From an optimization exercise on the open Yosys and OpenROAD flow, aimed at a short achievable clock period and few clock cycles; shortcuts taken in it are not production practice.
Only simulation tests tie the RTL to the original design; equivalence was not proved.
Power is estimated from default activity; no workload was simulated.

// bsc_codec
module bsc_codec (
    input  wire        clk,
    input  wire        rst,
    input  wire        cmd_valid,
    output wire        cmd_ready,
    input  wire [31:0] cmd_word,
    input  wire [63:0] cmd_opnd,
    output wire        rsp_valid,
    output wire [7:0]  rsp_status,
    output wire [63:0] rsp_data
);
==> flow/config.mk <==
export PLATFORM = sky130hd
export DESIGN_NAME = bsc_codec
export DESIGN_NICKNAME = bsc_codec
export VERILOG_FILES = /design/flow/design.v
export SDC_FILE = /design/flow/constraint.sdc
export NUM_CORES = 4
export LEC_CHECK = 0
export ABC_CLOCK_PERIOD_IN_PS = 4000
export CAP_MARGIN = 40
export CORE_MARGIN = 2
export CORE_UTILIZATION = 30
export SETUP_SLACK_MARGIN = 5
export SLEW_MARGIN = 40
==> flow/constraint.sdc <==
create_clock -name core_clock -period 10.0 [get_ports {clk}]
set_input_delay 2.0000 -clock core_clock [delete_from_list [all_inputs] [get_ports {clk}]]
set_output_delay 2.0000 -clock core_clock [all_outputs]
set_load 0.01 [all_outputs]
run.sh (not shown) runs the stock make flow with config.mk's settings and CLKGATE_MAP_FILE= SYNTH_SCRIPT=/design/flow/synth_recipe.tcl, a recipe that flattens the netlist after the stock synthesis.
Testbench counts at the start, summed over its fixed seeds: cycles 10,531.
Change:
--- a/flow/design.v
+++ b/flow/design.v
@@ -59,15 +59,15 @@
     reg [7:0]  wopen;
     reg        enc_instr;
     reg [7:0]  werr;
     reg [7:0]  obuf [0:63];
     reg        p_val;
     reg [63:0] p_v;
+    reg [6:0]  p_w;
     reg [6:0]  p_olen;
     reg [2:0]  p_pend;
-    reg [6:0]  p_sh;         
     reg [3:0]  p_nf;
     reg [6:0]  ilen;         
     reg [6:0]  rpos;         
     reg [2:0]  ro;           
     reg [6:0]  rbq;          
     reg [31:0] dec_left;     
@@ -174,14 +174,14 @@
     wire         pu_fire = (x_wrpush && w_st == ST_OK) || (x_encpush && e_st == ST_OK);
     wire         pu_raw  = (c_lo == 3'd1);
     wire [63:0]  pu_v    = pu_raw ? cmd_opnd : {55'd0, e_short ? {7'd0, e_v[8:7]} : e_v};
     wire [6:0]   pu_w    = pu_raw ? c_w : e_short ? 7'd2 : 7'd9;
     wire [3:0]  pu_nf   = pu_raw ? w_nf : e_short ? e_nf2 : e_nf9;
     wire [2:0]  pu_pend = pu_raw ? w_lo[2:0] : e_short ? e_lo2[2:0] : e_lo9[2:0];
-    wire [135:0] q_vsh  = {p_v, 72'd0} >> p_sh;
-    wire [71:0]  q_tail = {wopen, 64'd0} | q_vsh[71:0];
+    wire [127:0] q_vsh  = {p_v, 64'd0} >> p_w;
+    wire [71:0]  q_tail = {wopen, 64'd0} | ({q_vsh[63:0], 8'd0} >> p_pend);
     function [7:0] tbyte(input [71:0] t, input [3:0] j);
         case (j)
             4'd0: tbyte = t[71:64];
             4'd1: tbyte = t[63:56];
             4'd2: tbyte = t[55:48];
             4'd3: tbyte = t[47:40];
@@ -341,24 +341,25 @@
     wire [6:0]  d_alen2  = m_dec ? acc_len + 7'd2 : 7'd2;
     wire [6:0]  d_alen_n = (d_nap == 2'd2) ? d_alen2 : (d_nap == 2'd1) ? d_alen1 : d_alen;
     wire       pull_do = x_rdpull && (pl_st == ST_OK);
     wire       pull_sel = (c_opc[2:0] == 3'd1) && !m_dec;
     wire       adv     = pull_do || d_run;
     function [14:0] dadv(input [4:0] c, input [2:0] o, input [9:0] r);
-        reg [4:0] t;
+        reg [4:0] t; reg [9:0] nr;
         begin
+            t = {2'd0, o} + c;
             case (c)
-                5'd1:  t = {2'd0, o} + 5'd1;
-                5'd2:  t = {2'd0, o} + 5'd2;
-                5'd3:  t = {2'd0, o} + 5'd3;
-                5'd4:  t = {2'd0, o} + 5'd4;
-                5'd9:  t = {2'd0, o} + 5'd9;
-                5'd10: t = {2'd0, o} + 5'd10;
-                5'd11: t = {2'd0, o} + 5'd11;
-                5'd18: t = {2'd0, o} + 5'd18;
-                default: t = {2'd0, o};
+                5'd1:  nr = r - 10'd1;
+                5'd2:  nr = r - 10'd2;
+                5'd3:  nr = r - 10'd3;
+                5'd4:  nr = r - 10'd4;
+                5'd9:  nr = r - 10'd9;
+                5'd10: nr = r - 10'd10;
+                5'd11: nr = r - 10'd11;
+                5'd18: nr = r - 10'd18;
+                default: nr = r;
             endcase
             dadv = {t[4:3], t[2:0], 10'd0};
         end
     endfunction
     wire [14:0] da_p = dadv(ds_p[30:26], ro, rm);
     wire [14:0] da_d = dadv(ds_d[30:26], ro, rm);
@@ -589,15 +590,15 @@
             end
             if (p_val)
                 wopen <= tbyte(q_tail, p_nf);
             p_val <= pu_fire;
             if (pu_fire) begin
                 p_v    <= pu_v;
+                p_w    <= pu_w;
                 p_olen <= olen;
                 p_pend <= pend;
-                p_sh   <= pu_w + {4'd0, pend};
                 p_nf   <= pu_nf;
             end
             if (x_wrinit) begin
                 olen      <= 7'd0;
                 pend      <= 3'd0;
                 wopen     <= 8'd0;
Result: The changed run finished clean; via count rose by about 7%; final cell count rose by about 6%; wire length fell by 0.56%; non-clock buffer count rose by 337; clock skew fell by 49 ps; total power fell by 1.5%; hold slack hardly moves; worst setup slack gains 52 ps; register-to-register slack is about the same; final area rose by about 7%; utilization rose by 1.0 points; first-iteration DRC count fell by 3.2%.
Testbench counts after the change, summed over its fixed seeds: cycles 10,531.

## re-timing with driven ports
The results above use ideal ports. As a check the final layouts listed here were re-extracted and re-timed, cells and wires unchanged. Step 1: set_driving_cell puts a clkbuf_16 on clk and a buf_2 on each other input, an assumption about the parent block. Step 2 times the ports against the registers' clock, not the clock port: input delays grow and output delays shrink by t, the midpoint of the rising clock arrivals with the driver on. Three values: no drivers, after step 1, after step 2; two values: the first two.
run	t (ns)	setup slack, ns	latest minus earliest clock arrival (ns)
the first run	1.176	4.702 / 4.368 / 3.192	0.134 / 0.134
the second run	1.174	4.754 / 4.257 / 3.083	0.090 / 0.090
After both steps every run listed still meets setup and hold. For the second run, which loses most, drivers alone change the setup slack by -0.497 ns; drivers and shift together by -1.671 ns.
